This is an optimization exercise on Yosys and OpenROAD, whose aim is small area, a short achievable clock period and few clock cycles, not a production implementation.
At most, simulation tests tie the RTL to the original design; equivalence was not proved.
Power and IR drop assume default switching activity.

Setup of v27:
// gsm7_codec
module gsm7_codec (
    input  wire        clk,
    input  wire        rst,
    input  wire        cmd_valid,
    output wire        cmd_ready,
    input  wire        cmd_dec,       
    input  wire [2:0]  cmd_pad,       
    input  wire [8:0]  cmd_len,       
    input  wire        in_valid,
    output wire        in_ready,
    input  wire [15:0] in_data,
    output reg         out_valid,
    output wire [15:0] out_data,
    output reg         done,
    output wire        done_err,
    output wire [8:0]  done_pos,
    output wire        done_escp
);
clock: 8.0 ns
lec_check: 0
abc_area: 1
abc_clock_period_in_ps: 3000
cap_margin: 20
core_margin: 5
core_utilization: 25
cts_buf_list: sky130_fd_sc_hd__clkbuf_4 sky130_fd_sc_hd__clkbuf_8
cts_cluster_size: 30
gpl_routability_driven: 0
setup_slack_margin: 5
slew_margin: 20
standard.sh (not shown) runs the stock make flow with config.mk's settings and CLKGATE_MAP_FILE= SYNTH_SCRIPT=/design/flow/synth_recipe.tcl, a recipe that flattens the netlist after the stock synthesis.
==> flow/flow/run.sh <==
#!/bin/bash
# Own flow: the standard flow, with the port buffers made from the
# smallest buffer cell instead of the default choice.
set -euo pipefail
# the standard synthesis, unchanged
bash standard.sh synth > synth.log 2>&1
# the rest of the standard flow
bash standard.sh 'BUFFER_PORTS_ARGS=-buffer_cell sky130_fd_sc_hd__buf_1' finish > layout.log 2>&1
Testbench counts of v27, summed over its fixed seeds: cycles 15,854.
For v38, these inputs were changed with respect to v27:
# v27
export LEC_CHECK = 0
export ABC_AREA = 1
export ABC_CLOCK_PERIOD_IN_PS = 3000
export CAP_MARGIN = 20
export CORE_MARGIN = 5
export CORE_UTILIZATION = 25
export CTS_BUF_LIST = sky130_fd_sc_hd__clkbuf_4 sky130_fd_sc_hd__clkbuf_8
export CTS_CLUSTER_SIZE = 30
export GPL_ROUTABILITY_DRIVEN = 0
export SETUP_SLACK_MARGIN = 5
export SLEW_MARGIN = 20
create_clock -name core_clock -period 8.0 [get_ports {clk}]
# v38
export LEC_CHECK = 0
export ABC_AREA = 1
export ABC_CLOCK_PERIOD_IN_PS = 3000
export CAP_MARGIN = 20
export CORE_MARGIN = 5
export CORE_UTILIZATION = 25
export CTS_BUF_LIST = sky130_fd_sc_hd__clkbuf_2 sky130_fd_sc_hd__clkbuf_4
export CTS_CLUSTER_SIZE = 30
export SETUP_SLACK_MARGIN = 5
export SLEW_MARGIN = 20
create_clock -name core_clock -period 8.0 [get_ports {clk}]
- Diff v27..v38 | share of the clock period used by the worst path after layout | negligible
- From v27 to v38 the numbers moved as follows: number of buffers outside the clock class in the layout went down by 3; cell count after synthesis has remained practically unchanged; proportion of power drawn by combinational gates went up.
- Diff v38..v27 | worst-case headroom to the max-slew limit | negligible
- Delta (v38 minus v27): number of cells in the design after placement did not really move, power in combinational cells comparable, final routed wirelength across all metal layers went down by about 0.44%, top achievable clock speed shows no meaningful change.
Relative to v38, the following input files were edited for v28:
# v38
export LEC_CHECK = 0
export ABC_AREA = 1
export ABC_CLOCK_PERIOD_IN_PS = 3000
export CAP_MARGIN = 20
export CORE_MARGIN = 5
export CORE_UTILIZATION = 25
export CTS_BUF_LIST = sky130_fd_sc_hd__clkbuf_2 sky130_fd_sc_hd__clkbuf_4
export CTS_CLUSTER_SIZE = 30
export SETUP_SLACK_MARGIN = 5
export SLEW_MARGIN = 20
create_clock -name core_clock -period 8.0 [get_ports {clk}]
# v28
export LEC_CHECK = 0
export ABC_AREA = 1
export ABC_CLOCK_PERIOD_IN_PS = 3000
export CAP_MARGIN = 20
export CORE_MARGIN = 5
export CORE_UTILIZATION = 25
export CTS_BUF_LIST = sky130_fd_sc_hd__clkbuf_4 sky130_fd_sc_hd__clkbuf_8
export CTS_CLUSTER_SIZE = 30
export SETUP_SLACK_MARGIN = 5
export SLEW_MARGIN = 20
create_clock -name core_clock -period 8.0 [get_ports {clk}]
==> flow/flow/run.sh <==
#!/bin/bash
set -euo pipefail
# the standard synthesis, unchanged
bash standard.sh synth > synth.log 2>&1
# the rest of the standard flow
bash standard.sh 'BUFFER_PORTS_ARGS=-buffer_cell sky130_fd_sc_hd__buf_1' \
    SETUP_SLACK_MARGIN=5.15 finish > layout.log 2>&1
## What came out
The fraction of area in registers of v28 falls short of that of v38 by 1.5 points. Final-layout worst hold slack across v28 and v38: no real change. Biggest fanout along the worst timing path in v28 vs v38: down 4. Measured against each other, v28 and v38 differ in area taken by multi-input logic gates, the higher figure coming from v28.

maple:
Starting RTL as in the previous note.
## gsm7_codec
module gsm7_codec (
    input  wire        clk,
    input  wire        rst,
    input  wire        cmd_valid,
    output wire        cmd_ready,
    input  wire        cmd_dec,       
    input  wire [2:0]  cmd_pad,       
    input  wire [8:0]  cmd_len,       
    input  wire        in_valid,
    output wire        in_ready,
    input  wire [15:0] in_data,
    output reg         out_valid,
    output wire [15:0] out_data,
    output reg         done,
    output wire        done_err,
    output wire [8:0]  done_pos,
    output wire        done_escp
);
    localparam [6:0] ESC_MARK = 7'h1B;
    reg         busy;        
    reg         fresh;       
    reg         dec;         
    reg         cmd_rdy;
    reg         in_rdy;
    reg         fin;         
    reg  [8:0]  cnt;         
    reg         zw;          
    reg  [15:0] w;           
    reg         v0, v1;      
    reg         wesc;        
    reg         half;        
    reg  [2:0]  n;           
    reg  [6:0]  acc;         
    reg         esc;
    reg         err;
    reg  [8:0]  pos;         
    reg  [7:0]  out_lo;      
    reg         out_g;       
    reg         out_e;       
    assign cmd_ready = cmd_rdy;
    assign in_ready  = in_rdy;
    assign done_err  = err;
    assign done_pos  = pos;
    assign done_escp = esc;
    assign out_data  = {2'b00, out_e, 3'b000, out_g, out_g, out_lo};
    wire cmd_acc = cmd_valid & cmd_rdy;
    wire in_acc  = in_valid & in_rdy;
    wire        c_def;
    wire [6:0]  c_sept;
    gsm7_c2s u_c2s (.cu(w), .def_hit(c_def), .sept(c_sept));
    wire        e_tok  = busy && !dec && v0;             
    wire        e_two  = e_tok && wesc && !half;          
  ...
export LEC_CHECK = 0
export ABC_AREA = 1
export ABC_CLOCK_PERIOD_IN_PS = 3000
export CAP_MARGIN = 20
export CORE_MARGIN = 5
export CORE_UTILIZATION = 25
export CTS_BUF_LIST = sky130_fd_sc_hd__clkbuf_4 sky130_fd_sc_hd__clkbuf_8
export CTS_CLUSTER_SIZE = 30
export SETUP_SLACK_MARGIN = 5
export SLEW_MARGIN = 20
export TNS_END_PERCENT = 20
create_clock -name core_clock -period 8.0 [get_ports {clk}]
==> flow/flow/run.sh <==
#!/bin/bash
# Own flow: the standard flow, with the port buffers made from the
# smallest buffer cell instead of the default choice.
set -euo pipefail
# the standard synthesis, unchanged
bash standard.sh synth > synth.log 2>&1
# the rest of the standard flow
bash standard.sh 'BUFFER_PORTS_ARGS=-buffer_cell sky130_fd_sc_hd__buf_1' finish > layout.log 2>&1
maple: flow completed, timing, DRC and antenna clean
Testbench counts of maple, summed over its fixed seeds: cycles 15,854.
Changes in sierra relative to maple:
Settings: TNS_END_PERCENT: 20 -> 0.
Findings:
From maple to sierra the numbers moved as follows: maximum single-stage delay on the critical path has remained practically unchanged; area growth from synthesis to final layout now sits lower; gate count of the mapped netlist held steady. Against maple, worst setup slack in sierra came out worse. Between sierra and maple, it is sierra whose total power is lower, by 1.0%. On switching power as a share of total power, sierra and maple are basically level. In the tables for sierra and maple, logic gate share of total power reads higher with maple. Sort sierra and maple by via count of the routed design, descending, and maple comes first. Against maple, final instance area in sierra came out better.
--- input diff sierra..yarrow ---
Settings: GPL_TIMING_DRIVEN now 0, previously not set; TNS_END_PERCENT no longer set, was 0.
Findings:
- The number of non-clock inverters in yarrow sits about 0.9% below the value recorded for sierra.
- met3 capacity usage during global routing was lower in the run labelled sierra.
- In yarrow, the design area came out about 5% above the value in sierra.
- Going from sierra to yarrow, overall power after layout has increased, critical path depth increased 1, clock power share went up, non-clock buffering overhead in the final layout went up by 2.7 points, total power density per cell area moved up.
- Summary of yarrow over sierra: clock network area share climbed 1.0 points; H-tree level count barely changed.
- yarrow vs sierra, post-route worst setup slack went up by 0.14 ns.
Input changes introduced in delta (baseline for comparison: yarrow):
Settings: clearing GPL_TIMING_DRIVEN, which used to be 0; putting CTS_CLUSTER_DIAMETER at 500 where nothing was set; swapping 30 for 100 in CTS_CLUSTER_SIZE; swapping sky130_fd_sc_hd__clkbuf_4 sky130_fd_sc_hd__clkbuf_8 for sky130_fd_sc_hd__clkbuf_16 in CTS_BUF_LIST.
Notes after the runs:
- Comparing yarrow and delta, the higher logic gate share of total power was measured on yarrow.
- Looking at worst-path cell with the longest stage delay, the mux2_2 result is from delta; the edfxtp_1 one comes from yarrow.
- HPWL reported at the end of detailed placement | delta below yarrow
- delta against yarrow: total number of vias went down 3.2%, data required time at the worst endpoint held.
Changes in umber relative to delta:
Settings: a deleted CTS_CLUSTER_DIAMETER that had been 500; a change of CTS_BUF_LIST from sky130_fd_sc_hd__clkbuf_16 to sky130_fd_sc_hd__clkbuf_4 sky130_fd_sc_hd__clkbuf_8; a change of CTS_CLUSTER_SIZE from 100 to 30.
### Flow results
umber against delta: per-cell via count in the routed design picked up an extra about 1.3%, clock network power share lost 6.5 points, design area lost 100 µm², synthesis-to-layout area growth lost 1.7 points, fraction of cell area in non-clock buffers neither gained nor lost much. Share of final layout cell area taken by clock buffers and inverters delta for umber relative to delta: 1.2 points lower. Delta (umber minus delta): count of clock-buffer cells in the layout grew by 4; length of routed met3 wiring has increased. Number of pins exceeding their max-slew limit in the final report essentially unchanged between delta and umber. As far as final layout net count is concerned, delta and umber perform about the same.

== main ==
gsm7_codec, a different RTL version from the one above (not shown whole).
For scale: about 860 cells after synthesis, roughly 64 I/O pins, ~6300 sq um of cells after synthesis.
## gsm7_codec
module gsm7_codec (
    input  wire        clk,
    input  wire        rst,
    input  wire        cmd_valid,
    output wire        cmd_ready,
    input  wire        cmd_dec,       
    input  wire [2:0]  cmd_pad,       
    input  wire [8:0]  cmd_len,       
    input  wire        in_valid,
    output wire        in_ready,
    input  wire [15:0] in_data,
    output reg         out_valid,
    output wire [15:0] out_data,
    output reg         done,
    output wire        done_err,
    output wire [8:0]  done_pos,
    output wire        done_escp
);
    localparam [6:0] ESC_MARK = 7'h1B;
    reg         busy;        
    reg         fresh;       
    reg         dec;         
    reg         cmd_rdy;
    reg         in_rdy;
    reg         fin;         
    reg  [8:0]  cnt;         
    reg  [15:0] w;           
    reg         v0;          
    reg         wesc;        
    reg         half;        
    reg  [3:0]  n;           
    reg  [6:0]  acc;         
    reg         esc;
    reg         err;
    reg  [8:0]  pos;         
    reg  [7:0]  out_lo;      
    reg         out_g;       
  ...
clock: 8.0 ns
lec_check: 0
abc_clock_period_in_ps: 3000
cap_margin: 20
core_margin: 5
core_utilization: 25
cts_buf_list: sky130_fd_sc_hd__clkbuf_4 sky130_fd_sc_hd__clkbuf_8
cts_cluster_size: 30
setup_slack_margin: 5
slew_margin: 20
Scripts as last shown in full above: flow/flow/run.sh
#### Input delta (the feature branch over main)
==> flow/flow/run.sh <==
#!/bin/bash
set -euo pipefail
# the standard synthesis, unchanged
bash standard.sh synth > synth.log 2>&1
# the rest of the standard flow
bash standard.sh 'BUFFER_PORTS_ARGS=-buffer_cell sky130_fd_sc_hd__buf_1' \
    SETUP_SLACK_MARGIN=5.3 finish > layout.log 2>&1
==> notes.md <==
Per the comparison of the feature branch with main, via count went up by 492, number of detailed-routing iterations run before antenna repair decreased by 1 relative to the old numbers, total placed cells including tap cells went up.
main ended up with sky130_fd_sc_hd__o31ai_4 as its standard cell with the maximum stage delay on the critical path; the feature branch ended up with sky130_fd_sc_hd__or4b_4.
The core utilization of the finished layout reported for the feature branch is greater than that of main by 2.7 points.
In the reports for main and the feature branch, the smaller final worst-path setup slack belongs to main.
Share of power burned in combinational logic ended up 3.5 points higher on the feature branch than on main.
The feature branch against main; cell area after layout is up by a little under 10%.
Relative to main, the total power after layout of the feature branch is higher by 2.4%.
No functional check of the RTL was part of any run of this note.

Another version of the RTL of gsm7_codec (not shown whole).
For scale: ~69 flip-flops, ~64 I/O pins, ~0.0060 mm^2 of cells after synthesis.
// gsm7_codec
module gsm7_codec (
    input  wire        clk,
    input  wire        rst,
    input  wire        cmd_valid,
    output wire        cmd_ready,
    input  wire        cmd_dec,       
    input  wire [2:0]  cmd_pad,       
    input  wire [8:0]  cmd_len,       
    input  wire        in_valid,
    output wire        in_ready,
    input  wire [15:0] in_data,
    output reg         out_valid,
    output wire [15:0] out_data,
    output reg         done,
    output wire        done_err,
    output wire [8:0]  done_pos,
    output wire        done_escp
);
Settings: LEC_CHECK=0, ABC_AREA=1, ABC_CLOCK_PERIOD_IN_PS=3000, CAP_MARGIN=20, CORE_MARGIN=5, CORE_UTILIZATION=25, CTS_BUF_LIST=sky130_fd_sc_hd__clkbuf_4 sky130_fd_sc_hd__clkbuf_8, CTS_CLUSTER_SIZE=30, SETUP_SLACK_MARGIN=5, SLEW_MARGIN=20; clock period 8.0 ns.
==> flow/flow/run.sh <==
#!/bin/bash
set -euo pipefail
# the standard synthesis, unchanged
bash standard.sh synth > synth.log 2>&1
# the rest of the standard flow
bash standard.sh 'BUFFER_PORTS_ARGS=-buffer_cell sky130_fd_sc_hd__buf_1' \
    SETUP_SLACK_MARGIN=5.2 finish > layout.log 2>&1
The baseline finished with timing, DRC and antenna clean.
Testbench counts at the start, summed over its fixed seeds: cycles 15,854.
Change:
==> flow/flow/run.sh (replaced) <==
#!/bin/bash
# Own flow: the standard flow, with the port buffers made from the
# smallest buffer cell instead of the default choice.
set -euo pipefail
# the standard synthesis, unchanged
bash standard.sh synth > synth.log 2>&1
# the rest of the standard flow
bash standard.sh 'BUFFER_PORTS_ARGS=-buffer_cell sky130_fd_sc_hd__buf_1' finish > layout.log 2>&1
ABC_AREA = default   (was 1)
CAP_MARGIN = 0   (was 20)
SLEW_MARGIN = 0   (was 20)
The new run finished with timing, DRC and antenna clean.
Routed wire length fell by about 0.4%.
Utilization drops by 0.87 points.
Global-route usage falls by 1.1 points.
Clock power rises by about 2%.
Sequential share of layout area went down by 0.16 points.
Synthesized area grows by 3.1%.
Final cell count went down by about 17%.
Change:
ABC_AREA = 1   (was default)
ABC_CLOCK_PERIOD_IN_PS = 2500   (was 3000)
CAP_MARGIN = 20   (was 0)
SLEW_MARGIN = 20   (was 0)
What happened: The changed run completed with no timing, DRC or antenna violations; via count went up by 7.3%; count of clock-buffer cells in the layout is unchanged; total power rose by 4.0%; global-route usage climbs by 0.86 points; final cell count rises by 19%; combinational power rises by 22%.
Change:
ABC_AREA = default   (was 1)
ABC_CLOCK_PERIOD_IN_PS = 3000   (was 2500)
CORE_UTILIZATION = 45   (was 25)
PLACE_DENSITY = 0.7   (was default)
Clock-buffer cell count stays the same.
Total power went down by 3.2%.
Synthesized cell count went down by 23%.
Setup slack got worse by 0.14 ns.
Utilization went up by 24 points.
Final cell count went down by 26%.
Non-clock buffer count went up by 19.
Clock skew barely changes.
Wire length went down by 2.4%.
Sequential power went down by about 3%.

Another version of the RTL of gsm7_codec (not shown whole).
Size: ~67 flip-flops, roughly 64 I/O pins.
Settings: LEC_CHECK=0, ABC_CLOCK_PERIOD_IN_PS=3000, CAP_MARGIN=20, CORE_MARGIN=5, CORE_UTILIZATION=25, SETUP_SLACK_MARGIN=5, SLEW_MARGIN=20; clock period 8.0 ns.
run.sh (not shown) runs the stock make flow with config.mk's settings and CLKGATE_MAP_FILE= SYNTH_SCRIPT=/design/flow/synth_recipe.tcl, a recipe that flattens the netlist after the stock synthesis.
Stock flow here: none of the scripts above is used.
Next try:
--- a/flow/config.mk
+++ b/flow/config.mk
@@ -9,5 +9,5 @@
 export CAP_MARGIN = 20
 export CORE_MARGIN = 5
-export CORE_UTILIZATION = 25
+export CORE_UTILIZATION = 50
 export SETUP_SLACK_MARGIN = 5
 export SLEW_MARGIN = 20
Effect:
- maximum frequency went down by 2.6%
- wire length went down by 1.1%
- setup slack loses 84 ps
- global-route usage rises by 13 points
- non-clock buffer count is lower by 6
- design area is lower by 4.3%
- cell count fell by 13%
No functional check of the RTL was part of any run of this note.

## static timing again, ports no longer ideal
In the flow no input, the clock included, has a driving cell. The finished layouts below were timed again as built, in two steps.
Step 1: set_driving_cell puts a clkbuf_16 on clk and a buf_2 on each other input, an assumption about the parent block.
Step 2 times the ports against the registers' clock, not the clock port: input delays grow and output delays shrink by t, the midpoint of the rising clock arrivals with the driver on.
Slacks: ideal / step 1 / step 2; pairs: ideal / step 1.
run | t (ns) | slack for setup (ns) | hold slack, ns | worst setup path at the end
v27 | 0.393 | 5.151 / 5.151 / 4.832 | 0.468 / 0.468 / 0.468 | input to register
v38 | 0.463 | 5.155 / 5.148 / 4.698 | 0.477 / 0.477 / 0.477 | input to register
v28 | 0.382 | 5.245 / 5.252 / 4.870 | 0.476 / 0.476 / 0.476 | input to register
maple | 0.391 | 5.026 / 5.026 / 4.703 | 0.472 / 0.472 / 0.472 | input to register
sierra | 0.390 | 5.021 / 5.021 / 4.688 | 0.472 / 0.472 / 0.472 | input to register
yarrow | 0.395 | 5.165 / 5.165 / 4.894 | 0.475 / 0.475 / 0.475 | input to register
delta | 0.374 | 5.164 / 5.178 / 4.804 | 0.469 / 0.469 / 0.469 | input to register
umber | 0.388 | 5.187 / 5.192 / 4.808 | 0.472 / 0.472 / 0.472 | input to register
main | 0.399 | 4.956 / 4.968 / 4.569 | 0.465 / 0.465 / 0.465 | input to register
the feature branch | 0.401 | 5.025 / 5.025 / 4.666 | 0.465 / 0.465 / 0.465 | input to register
the first run of note 4 | 0.411 | 5.244 / 5.244 / 4.891 | 0.505 / 0.505 / 0.505 | input to register
the second run of note 4 | 0.412 | 5.010 / 5.010 / 4.858 | 0.493 / 0.493 / 0.493 | input to register
the third run of note 4 | 0.403 | 5.165 / 5.165 / 4.835 | 0.492 / 0.492 / 0.492 | input to register
the fourth run of note 4 | 0.406 | 5.030 / 5.030 / 4.879 | 0.504 / 0.504 / 0.504 | input to register
the first run of note 5 | 0.382 | 4.822 / 4.811 / 4.429 | 0.493 / 0.493 / 0.493 | input to register
the second run of note 5 | 0.375 | 4.737 / 4.722 / 4.347 | 0.474 / 0.474 / 0.474 | input to register
After both steps every run listed still meets setup and hold. The setup slack of v38, which loses most, moves by -0.007 ns with the drivers and by -0.457 ns with both steps.
